Context: an optimization exercise on an open-source flow, tuned for small area. The choices shown serve that exercise and are no tape-out recipe. Function was checked by simulation only, so behaviour that the tests miss may differ from the original. Power is estimated from default activity; no workload was simulated.

## v44
## sensor_core
module sensor_core (
    input  wire        clk,
    input  wire        rst,             
    input  wire        start,
    input  wire [15:0] desc,
    input  wire        ld_we,           
    input  wire        ld_len_we,       
    input  wire        ld_tx,           
    input  wire [4:0]  ld_addr,
    input  wire [7:0]  ld_data,
    input  wire [6:0]  rd_addr,
    output reg  [15:0] rd_data,
    output wire [15:0] status,
    output wire [2:0]  ph,
    output wire        bus_req,
    output wire [6:0]  bus_addr,
    output wire [3:0]  bus_wlen,
    output wire [63:0] bus_wdata,
    output wire [5:0]  bus_rlen,
    input  wire        bus_rvalid,
    input  wire [7:0]  bus_rdata,
    input  wire        bus_done,
    input  wire        bus_err,
    output wire        tmr_run,
    input  wire        tmr_exp
);
    localparam [2:0] PH_IDLE  = 3'd0;
    localparam [2:0] PH_XFER1 = 3'd1;
    localparam [2:0] PH_WAIT  = 3'd2;
    localparam [2:0] PH_XFER2 = 3'd3;
    localparam [2:0] PH_CHECK = 3'd4;
    localparam [2:0] ST_DEC   = 3'd0;   
    localparam [2:0] ST_RNG   = 3'd1;   
    localparam [2:0] ST_SUM   = 3'd2;   
    localparam [2:0] ST_SUMLO = 3'd3;   
    localparam [2:0] ST_GRP   = 3'd4;   
    localparam [2:0] ST_FILL  = 3'd5;   
    localparam [3:0] OP_WORD    = 4'h1;
    localparam [3:0] OP_CSUM    = 4'h2;
    localparam [3:0] OP_CRC8    = 4'h3;
    localparam [3:0] OP_CRCG    = 4'h4;
    localparam [3:0] OP_CRCV    = 4'h5;
    localparam [3:0] OP_XIMM    = 4'h6;
    localparam [3:0] OP_XDLY    = 4'h7;
    localparam [3:0] OP_PMREAD  = 4'h8;
    localparam [3:0] OP_GSERIAL = 4'h9;
    localparam [3:0] OP_GFEAT   = 4'hA;
    localparam [3:0] OP_GSTART  = 4'hB;
    localparam [3:0] OP_GAIRQ   = 4'hC;
    localparam [3:0] OP_GRDBL   = 4'hD;
    localparam [3:0] OP_GWRBL   = 4'hE;
    localparam [2:0] E_NONE = 3'd0, E_TRANSPORT = 3'd1, E_MALFORMED = 3'd2,
                     E_CHECKSUM = 3'd3, E_INTEGRITY = 3'd4, E_INVCAL = 3'd5;
    localparam [2:0] S_NONE = 3'd0, S_MARKER = 3'd1, S_LENGTH = 3'd2,
                     S_DEVERR = 3'd3, S_CRC = 3'd4;
    reg  [7:0]  rx [0:31];
    reg  [5:0]  rxlen;
  ...
export LEC_CHECK = 0
export CAP_MARGIN = 20
export CORE_MARGIN = 2
export CORE_UTILIZATION = 40
export SLEW_MARGIN = 20
export SYNTH_HIERARCHICAL = 1
create_clock -name core_clock -period 10.0 [get_ports {clk}]
standard.sh (not shown) runs the stock make flow with config.mk's settings and CLKGATE_MAP_FILE= SYNTH_SCRIPT=/design/flow/synth_recipe.tcl, a recipe that flattens the netlist after the stock synthesis.
==> flow/flow/run.sh <==
#!/bin/bash
# Own flow: the standard layout (standard.sh) with these changes:
#  - synthesis: ABC maps the combinational logic with the area-oriented script
#    in area.abc instead of ORFS's speed script.  Registers are mapped by ORFS's
#    dfflibmap before ABC runs, so they keep the standard synthesis's cells and
#    names; everything else in synthesis is the standard flow's own script.
#  - port buffers: every input and output port still gets a buffer, but the
#    smallest buffer cell is used.
#  - clock tree: the arguments in cts.args (no dummy loads, larger clusters).
# Every tool's output goes to a log file in the work folder:
#   synth.log (yosys, via make synth), layout.log (the rest, via make finish);
#   ORFS's per-step logs are under orfs/logs/.
set -euo pipefail
W=$(pwd)
F=$W/flow
# ORFS's synth.tcl with only the ABC call changed
sed 's|log_cmd abc {\*}\$abc_args|log_cmd abc -script '"$F"'/area.abc {*}$lib_args {*}$lib_dont_use_args|' \
    "$FLOW_HOME/scripts/synth.tcl" > "$W/synth_area.tcl"
grep -q 'area.abc' "$W/synth_area.tcl"
# The standard flow's synthesis script (synth -nofsm -noshare, flatten, rename), sourcing the copy above
sed "s|\$::env(SCRIPTS_DIR)/synth.tcl|$W/synth_area.tcl|" synth_recipe.tcl > "$W/own_synth.tcl"
grep -q 'synth_area.tcl' "$W/own_synth.tcl"
bash standard.sh SYNTH_SCRIPT="$W/own_synth.tcl" synth > "$W/synth.log" 2>&1
bash standard.sh "BUFFER_PORTS_ARGS=-buffer_cell sky130_fd_sc_hd__buf_1" \
    "CTS_ARGS=$(tr '\n' ' ' < "$F/cts.args")" finish > "$W/layout.log" 2>&1
test -f "$W/out/final.def"
==> flow/flow/area.abc <==
strash
&get -n
&fraig -x
&put
scorr
dc2
strash
&get -n
&deepsyn -T 20
&put
dch -f
amap
==> flow/flow/cts.args <==
-sink_clustering_enable -repair_clock_nets -dont_use_dummy_load -sink_clustering_size 20 -sink_clustering_max_diameter 60 -buf_list {sky130_fd_sc_hd__clkbuf_8}
For v2, these inputs were changed with respect to v44:
Settings: CORE_UTILIZATION: 40 -> 60.
==> flow/flow/cts.args <==
-sink_clustering_enable -repair_clock_nets -dont_use_dummy_load -sink_clustering_size 16 -sink_clustering_max_diameter 50 -buf_list {sky130_fd_sc_hd__clkbuf_8}
Results
Delta (v2 minus v44): detailed-routing iteration count for the pre-antenna-repair pass now sits higher; via density per instance shows an increase of about 11%; fraction of standard cell area in multi-input logic +0.28 points; routed wire length now sits lower.
Initial cell density of the core (v2 over v44): increase, 21 points
Worst hold slack: v44 vs v2, no meaningful difference
Comparing v2 and v44, critical path depth is lower on v2.
Against v44, v2 reports a post-route clock skew that is lower.
Between v2 and v44, vertical extent of the die is higher for v44, v2 comes in under that.
Modified inputs, v32 compared to v2
-- flow/flow/run.sh --
<<< v2, line 7
#  - port buffers: every input and output port still gets a buffer, but the
#    smallest buffer cell is used.
#  - clock tree: the arguments in cts.args (no dummy loads, larger clusters).
# Every tool's output goes to a log file in the work folder:
#   synth.log (yosys, via make synth), layout.log (the rest, via make finish);
>>> v32, line 7
#  - port buffers: every input and output port still gets a buffer, but the
#    smallest buffer cell is used.
#  - clock tree: the arguments in cts.args (no dummy loads; clkbuf_8 leaf
#    buffers in clusters of at most 16 sinks and 50 um).
# Every tool's output goes to a log file in the work folder:
#   synth.log (yosys, via make synth), layout.log (the rest, via make finish);
--- outcome ---
- v2 and v32 all finish clean.
- Compared with v2, in v32 switching power summed over all nets shows no meaningful change, global-route total usage across every layer was more or less identical.
- For leakage component of the power, v2 and v32 come out practically identical.
For v56, these inputs were changed with respect to v32:
Settings: an added GPL_TIMING_DRIVEN of 0.
Findings:
Taking v32 as the reference, in v56 part of the power in the clock network moved down, worst setup margin saw a decrease.
Of v56 and v32, the run reporting the lower switching power share of the total was v56.
Count of clock-net buffers in the final layout was lower in the run labelled v56.
v56: share of the clock period used by the worst path after layout is 1.3 points higher than what v32 reported.
From v32 to v56 the numbers moved as follows: via count of the first global-routing pass went down, aggregate routed wire length did not really move.
Going from v32 to v56, the area growth from synthesis to layout was found to have gone up by 0.59 points.
Looking at the reports, v56 completed the entire flow and the layout it produced met the timing, design-rule and antenna checks.

what the ideal ports hide:
In the flow no input, the clock included, has a driving cell. The finished layouts below were timed again as built, in two steps.
Step 1 assumes that a clkbuf_16 drives the clock port and a buf_2 every other input.
Step 2 also shifts input and output timing later by t, the mid clock arrival at the registers, as if the neighbouring blocks saw the same clock.
a / b / c = no drivers / after step 1 / after step 2; a / b = the first two.
| run | shift t [ns] | setup WS [ns] | hold WS [ns] | worst register clock-pin slew, ns | worst slew at a driven data input, ns |
|---|---|---|---|---|---|
| v44 | 0.690 | 1.448 / 1.448 / 0.897 | 0.467 / 0.467 / 0.467 | 0.12 / 0.12 | 0.16 |
| v2 | 0.697 | 1.009 / 1.009 / 0.707 | 0.468 / 0.468 / 0.468 | 0.10 / 0.10 | 0.09 |
| v32 | 0.697 | 1.009 / 1.009 / 0.707 | 0.468 / 0.468 / 0.468 | 0.10 / 0.10 | 0.09 |
| v56 | 0.680 | 0.879 / 0.879 / 0.268 | 0.461 / 0.461 / 0.461 | 0.11 / 0.11 | 0.10 |
After both steps every run listed still meets setup and hold. For v56, which loses most, drivers alone change the setup slack by 0.000 ns; drivers and shift together by -0.611 ns.
